What follows belongs to an exercise in optimizing a design on an open flow for small area, a short achievable clock period and few clock cycles per item; a production flow would make more cautious choices. Function was checked by simulation only, so behaviour that the tests miss may differ from the original.

### design/flow/run.sh
#!/bin/bash
# synth_recipe.tcl (not shown) runs the flow's synth.tcl, then flattens the netlist and writes it again
# the make line also repeats each setting of config.mk as NAME=value (left out here)
make -C /OpenROAD-flow-scripts/flow DESIGN_CONFIG=/design/flow/config.mk WORK_HOME=/design/flow/orfs CLKGATE_MAP_FILE= SYNTH_SCRIPT=/design/flow/synth_recipe.tcl finish
### design/flow/config.mk
export PLATFORM = sky130hd
export DESIGN_NAME = hdu_top
export DESIGN_NICKNAME = hdu_top
export VERILOG_FILES = /design/flow/design.v
export SDC_FILE = /design/flow/constraint.sdc
export NUM_CORES = 4
export LEC_CHECK = 0
export CAP_MARGIN = 20
export CORE_MARGIN = 2
export CORE_UTILIZATION = 40
export SLEW_MARGIN = 20
### design/flow/constraint.sdc
create_clock -name core_clock -period 44.0 [get_ports {clk}]
set_input_delay 8.8000 -clock core_clock [delete_from_list [all_inputs] [get_ports {clk}]]
set_output_delay 8.8000 -clock core_clock [all_outputs]
set_load 0.01 [all_outputs]
### design/flow/design.v
module hdu_popcount32 (
    input  wire [31:0] v,
    output reg  [5:0]  count
);
    integer i;
    always @* begin
        count = 6'd0;
        for (i = 0; i < 32; i = i + 1)
            count = count + {5'd0, v[i]};
    end
endmodule
module hdu_top (
    input  wire        clk,
    input  wire        rst,         
    input  wire        in_valid,
    output wire        in_ready,
    input  wire [31:0] in_cmd,
    input  wire [31:0] in_opa,
    input  wire [31:0] in_opb,
    output reg         out_valid,
    output wire [31:0] out_result,
    output wire [31:0] out_status
);
    localparam [3:0] OP_HD  = 4'h1;
    localparam [3:0] OP_CFG = 4'h2;
    localparam [3:0] OP_ENC = 4'h3;
    localparam [3:0] OP_DEC = 4'h4;
    localparam [3:0] C_ILLEGAL   = 4'd1;
    localparam [3:0] C_BAD_MOD   = 4'd2;
    localparam [3:0] C_BAD_THR   = 4'd3;
    localparam [3:0] C_NOT_CFG   = 4'd4;
    localparam [3:0] C_SYM_RANGE = 4'd5;
    reg        cfg_valid;
    reg        cfg_mod;
    reg [5:0]  cfg_thresh;
    reg [31:0] result;
    reg        hit;
    reg        fault;
    reg [3:0]  cause;
    assign in_ready   = 1'b1;
    assign out_result = result;
    assign out_status = {fault, 11'd0, cause, 2'd0, cfg_thresh, 5'd0,
                         cfg_mod, cfg_valid, hit};
    function [31:0] chip_of;
        input       m;
        input [3:0] i;
        begin
            if (!m) begin
                chip_of = i[0] ? 32'h00007650 : 32'h000009af;
            end else begin
                case (i)
                    4'h0: chip_of = 32'h6077ae6c;
                    4'h1: chip_of = 32'h4e077ae6;
                    4'h2: chip_of = 32'h6ce077ae;
                    4'h3: chip_of = 32'h66ce077a;
                    4'h4: chip_of = 32'h2e6ce077;
                    4'h5: chip_of = 32'h7ae6ce07;
                    4'h6: chip_of = 32'h77ae6ce0;
                    4'h7: chip_of = 32'h077ae6ce;
                    4'h8: chip_of = 32'h1f885193;
                    4'h9: chip_of = 32'h31f88519;
                    4'ha: chip_of = 32'h131f8851;
                    4'hb: chip_of = 32'h1931f885;
                    4'hc: chip_of = 32'h51931f88;
                    4'hd: chip_of = 32'h051931f8;
                    4'he: chip_of = 32'h0851931f;
                    default: chip_of = 32'h78851931;
                endcase
            end
        end
    endfunction
    wire [5:0] hd_dist;
    hdu_popcount32 u_hd_pop (.v(in_opa ^ in_opb), .count(hd_dist));
    wire [5:0] ent_d [0:15];
    genvar g;
    generate
        for (g = 0; g < 16; g = g + 1) begin : g_dist
            hdu_popcount32 u_pop (.v(in_opa ^ chip_of(cfg_mod, g)),
                                  .count(ent_d[g]));
        end
    endgenerate
    reg [5:0] best_d;
    reg [3:0] best_i;
    integer k;
    always @* begin
        best_d = ent_d[0];
        best_i = 4'd0;
        for (k = 1; k < 16; k = k + 1) begin
            if ((cfg_mod || k < 2) && ent_d[k] < best_d) begin
                best_d = ent_d[k];
                best_i = k;
            end
        end
    end
    wire       dec_hit = (best_d <= cfg_thresh);
    wire [3:0] op      = in_cmd[3:0];
    wire       rsv_ok  = (in_cmd[31:4] == 28'd0);
    wire       is_hd   = rsv_ok && op == OP_HD;
    wire       is_cfg  = rsv_ok && op == OP_CFG;
    wire       is_enc  = rsv_ok && op == OP_ENC;
    wire       is_dec  = rsv_ok && op == OP_DEC;
    wire       cfg_mod_ok = (in_opa <= 32'd1);
    wire [31:0] cps       = in_opa[0] ? 32'd32 : 32'd15;
    wire       cfg_thr_ok = (in_opb <= cps);
    wire [31:0] nsym      = cfg_mod ? 32'd16 : 32'd2;
    wire       enc_sym_ok = (in_opa < nsym);
    always @(posedge clk) begin
        if (rst) begin
            cfg_valid  <= 1'b0;
            cfg_mod    <= 1'b0;
            cfg_thresh <= 6'd0;
            result     <= 32'd0;
            hit        <= 1'b0;
            fault      <= 1'b0;
            cause      <= 4'd0;
            out_valid  <= 1'b0;
        end else begin
            out_valid <= in_valid;
            if (in_valid && !fault) begin
                if (is_hd) begin
                    result <= {26'd0, hd_dist};
                    hit    <= 1'b0;
                end else if (is_cfg) begin
                    if (!cfg_mod_ok) begin
                        fault <= 1'b1;
                        cause <= C_BAD_MOD;
                    end else if (!cfg_thr_ok) begin
                        fault <= 1'b1;
                        cause <= C_BAD_THR;
                    end else begin
                        cfg_valid  <= 1'b1;
                        cfg_mod    <= in_opa[0];
                        cfg_thresh <= in_opb[5:0];
                        result     <= 32'd0;
                        hit        <= 1'b0;
                    end
                end else if (is_enc) begin
                    if (!cfg_valid) begin
                        fault <= 1'b1;
                        cause <= C_NOT_CFG;
                    end else if (!enc_sym_ok) begin
                        fault <= 1'b1;
                        cause <= C_SYM_RANGE;
                    end else begin
                        result <= chip_of(cfg_mod, in_opa[3:0]);
                        hit    <= 1'b0;
                    end
                end else if (is_dec) begin
                    if (!cfg_valid) begin
                        fault <= 1'b1;
                        cause <= C_NOT_CFG;
                    end else if (dec_hit) begin
                        result <= {28'd0, best_i};
                        hit    <= 1'b1;
                    end else begin
                        result <= 32'd0;
                        hit    <= 1'b0;
                    end
                end else begin
                    fault <= 1'b1;
                    cause <= C_ILLEGAL;
                end
            end
        end
    end
endmodule
==> out/qor.txt <==
EDFF count, synth = 0
Fin. Hold Viols = 0
Top Metal Used = met4
Drt drc = 0
Metal3 WL = 5.11 mm
Hold Path Sink = result[17]$_SDFFE_PP0P_
Vias in the first global route = 17,600
Reg2reg setup slack = 10,180 ps
Clock Sinks = 45
Crit. End Element = register
RSZ-0062 raised after global routing = no
Clock-pin slew on the worst setup and hold paths = 60 ps
Max Cap Viol = 0
Max Fclk = 24.0 MHz
Antenna Nets Post-Route = 0
ANT cells = 0
Seq cells post-synth = 45
CTS root buf = clkbuf_16
Setup TNS = 0 ps
Most common cell after layout, fill and taps aside = inv_1
Initial Utilization = 0.406
Core region area = 51,500 µm²
Largest net degree at the start of global routing = 46
CTS tree = built
Clock skew after layout = 6.11 ps
Max incr delay on CP = 560 ps
Final instance area = 23,400 µm²
Final HPWL DP = 56.4 mm
Syn Inst Count = 2,288
Reg-to-Reg End = result[2]$_SDFFE_PP0P_
I/O pins = 165
FF-to-FF path depth = 141
Layout area overhead = 12.0%
Std-Cell Rows = 83
Crit-path slowest cell = fa_1
Crit Path Class = input pin to register
GPL Wtd Cong = 0.956
Hold Crit Depth = 2
Fin Hold WS = 453 ps
Final setup fails = 0
Initial antenna violation count = 0
Status = complete, no violations
Die Span Y = 233 µm
H-tree depth = 2
Rel. slew slack = 0.129
Hold crit path type = register to register
Layout cells sized above 1 = 0.0574
Nets = 3,129
Initial DRC count = 1,400
Vias = 17,100
Placed cell area = 23,200 µm²
Worst Tran Pin Value = 1300 ps
Die area = 54,100 µm²
Global-route wire length before repair = 104 mm
Met2 WL = 31.4 mm
CTS Buf Count = 5
Most frequent cells in the layout = inv_1, fa_1, ha_1
Chip width = 233 µm
Synth warn = 2
CP startpoint kind = input pin
Library cells used by synthesis = 107
Post-synthesis sequential area ratio = 0.0431
GRT Overall Usage = 0.253
Worst R2R Start = cfg_mod$_SDFFE_PP0P_
Hold path start = result[17]$_SDFFE_PP0P_
Avg Cell Area, Syn = 9.13 µm²
Final period util = 0.948
CP required = 44,200 ps
Min Tclk post-route = 41,710 ps
Clock latency on the worst-skew pair = 290 ps
Drt pass-1 iters = 5
Clock Tree Buf Depth = 2
Final wirelength = 67.5 mm
Routed len/inst = 21.6 µm
Via/cell ratio = 5.48
Final Max Tran Viols = 0
DRT met1 WL = 29.5 mm
CP Max Fanout = 20
GRT overflow = 0
IO buf count = 143
Asr flop ratio synth = 0
Top FF cell, synth = dfxtp_1
Arr. time, crit path = 41,910 ps
Critical path origin = in_opa[0]
Post-synthesis cell area = 20,900 µm²
[cells by family after synthesis]
group | after synthesis | share of synthesized area
other | 2 | 0.000359
AO/OA/AOI/OAI | 438 | 0.148
buffers and inverters | 539 | 0.103
multiplexers | 46 | 0.0251
AND/OR/NAND/NOR | 470 | 0.113
XOR/XNOR | 148 | 0.0628
flip-flops | 45 | 0.0431
adder cells (fa/ha/maj) | 600 | 0.504
[cell type report]
class,instances,area [µm²]
clock buffers,8,136
fillers,4996,28100
inverters,468,1760
multi-input cells,1723,17900
flip-flops and latches,45,905
well taps,680,851
repair buffers,195,1820
[worst max-delay path by stage]
stage                                  end
floorplan           result[2]$_SDFFE_PP0P_
global placement    result[0]$_SDFFE_PP0P_
detailed placement  result[2]$_SDFFE_PP0P_
CTS                 result[2]$_SDFFE_PP0P_
global route        result[2]$_SDFFE_PP0P_
finish              result[2]$_SDFFE_PP0P_
[flip-flops by register name, indices dropped and copies added (netlist names)]
register	flops
fault	1
cfg_valid	1
result	31
cause	3
out_valid	1
hit	1
cfg_mod	1
cfg_thresh	6
[metal layers]
layer  vias to the layer above  GRT usage
met4                         0     0.0506
met1                      8604      0.352
met3                       107     0.0464
met5                         -          0
li1                       7733          -
met2                       650      0.412
[cell usage after synthesis (all sizes together) (6+ instances only)]
master / n / share of area
xnor2: 72 / 0.030
maj3: 8 / 0.0039
o22ai: 6 / 0.0018
o21ai: 91 / 0.023
nor4: 23 / 0.0069
a21o: 27 / 0.010
a21boi: 6 / 0.0027
and2: 16 / 0.0048
a31oi: 17 / 0.0058
a211o: 6 / 0.0025
buf: 40 / 0.014
nor2: 116 / 0.021
inv: 466 / 0.084
fa: 406 / 0.39
nor3: 22 / 0.0055
and4: 6 / 0.0025
a211oi: 18 / 0.0074
xor2: 76 / 0.033
nand2b: 48 / 0.014
o2111ai: 11 / 0.0046
clkbuf: 31 / 0.0056
or2: 13 / 0.0040
o21bai: 6 / 0.0022
or3: 10 / 0.0032
nand2: 115 / 0.021
ha: 186 / 0.11
mux2: 17 / 0.010
dfxtp: 45 / 0.043
mux2i: 27 / 0.013
nand4: 9 / 0.0027
o221ai: 6 / 0.0025
a31o: 10 / 0.0042
nor2b: 43 / 0.013
o21a: 14 / 0.0050
a311o: 6 / 0.0029
a22oi: 7 / 0.0025
a311oi: 6 / 0.0037
nand3: 31 / 0.0077
a21oi: 125 / 0.030
o211ai: 20 / 0.0077
[per-stage QoR]
stage,cells,setup slack [ps],util
global route,3119,84.5,0.454
floorplan,2307,5600,-
finish,3119,2290,0.454
detailed placement,3107,996,0.451
CTS,3115,1150,0.453
global placement,3107,2060,0.451
[worst max-delay path, delay by kind of cell]
| kind | cells | cell delay (ps) |
|---|---|---|
| AND/OR/NAND/NOR | 32 | 5500 |
| buffers and inverters | 9 | 1450 |
| multiplexers | 5 | 1530 |
| AO/OA/AOI/OAI | 65 | 13870 |
| XOR/XNOR | 2 | 650 |
| adder cells (fa/ha/maj) | 29 | 10070 |
[repair_timing]
action / CTS / global route
setup endpoints to repair: 0 / 5
hold endpoints to repair: 0 / 0
resized for setup: 0 / 9
hold buffers: 0 / 0
buffers inserted: 0 / 4
Testbench counts, summed over its fixed seeds: cycles 16,008, items 16,000.

separate check: timing with driven ports:
Ports are ideal in the flow. The routed layout listed here was re-timed in OpenROAD. Step 1 (the two cells are an assumption about what drives the block):
set clk [get_ports {clk}]
set_driving_cell -lib_cell sky130_fd_sc_hd__clkbuf_16 $clk
set_driving_cell -lib_cell sky130_fd_sc_hd__buf_2 [delete_from_list [all_inputs] $clk]
Step 2 moves the port delays by t, midway between the first and last clock arrival at a register: inputs arrive t later, outputs are due t later. That takes back most of the time a late clock gives input paths. Three values: no drivers, after step 1, after step 2; two values: the first two.
shift t [ns]: 0.322
setup slack, ns: 2.289 / 2.298 / 1.976
worst hold slack (ns): 0.453 / 0.453 / 0.453
After both steps this run still meets setup and hold. The setup slack of this run moves by +0.009 ns with the drivers and by -0.313 ns with both steps.
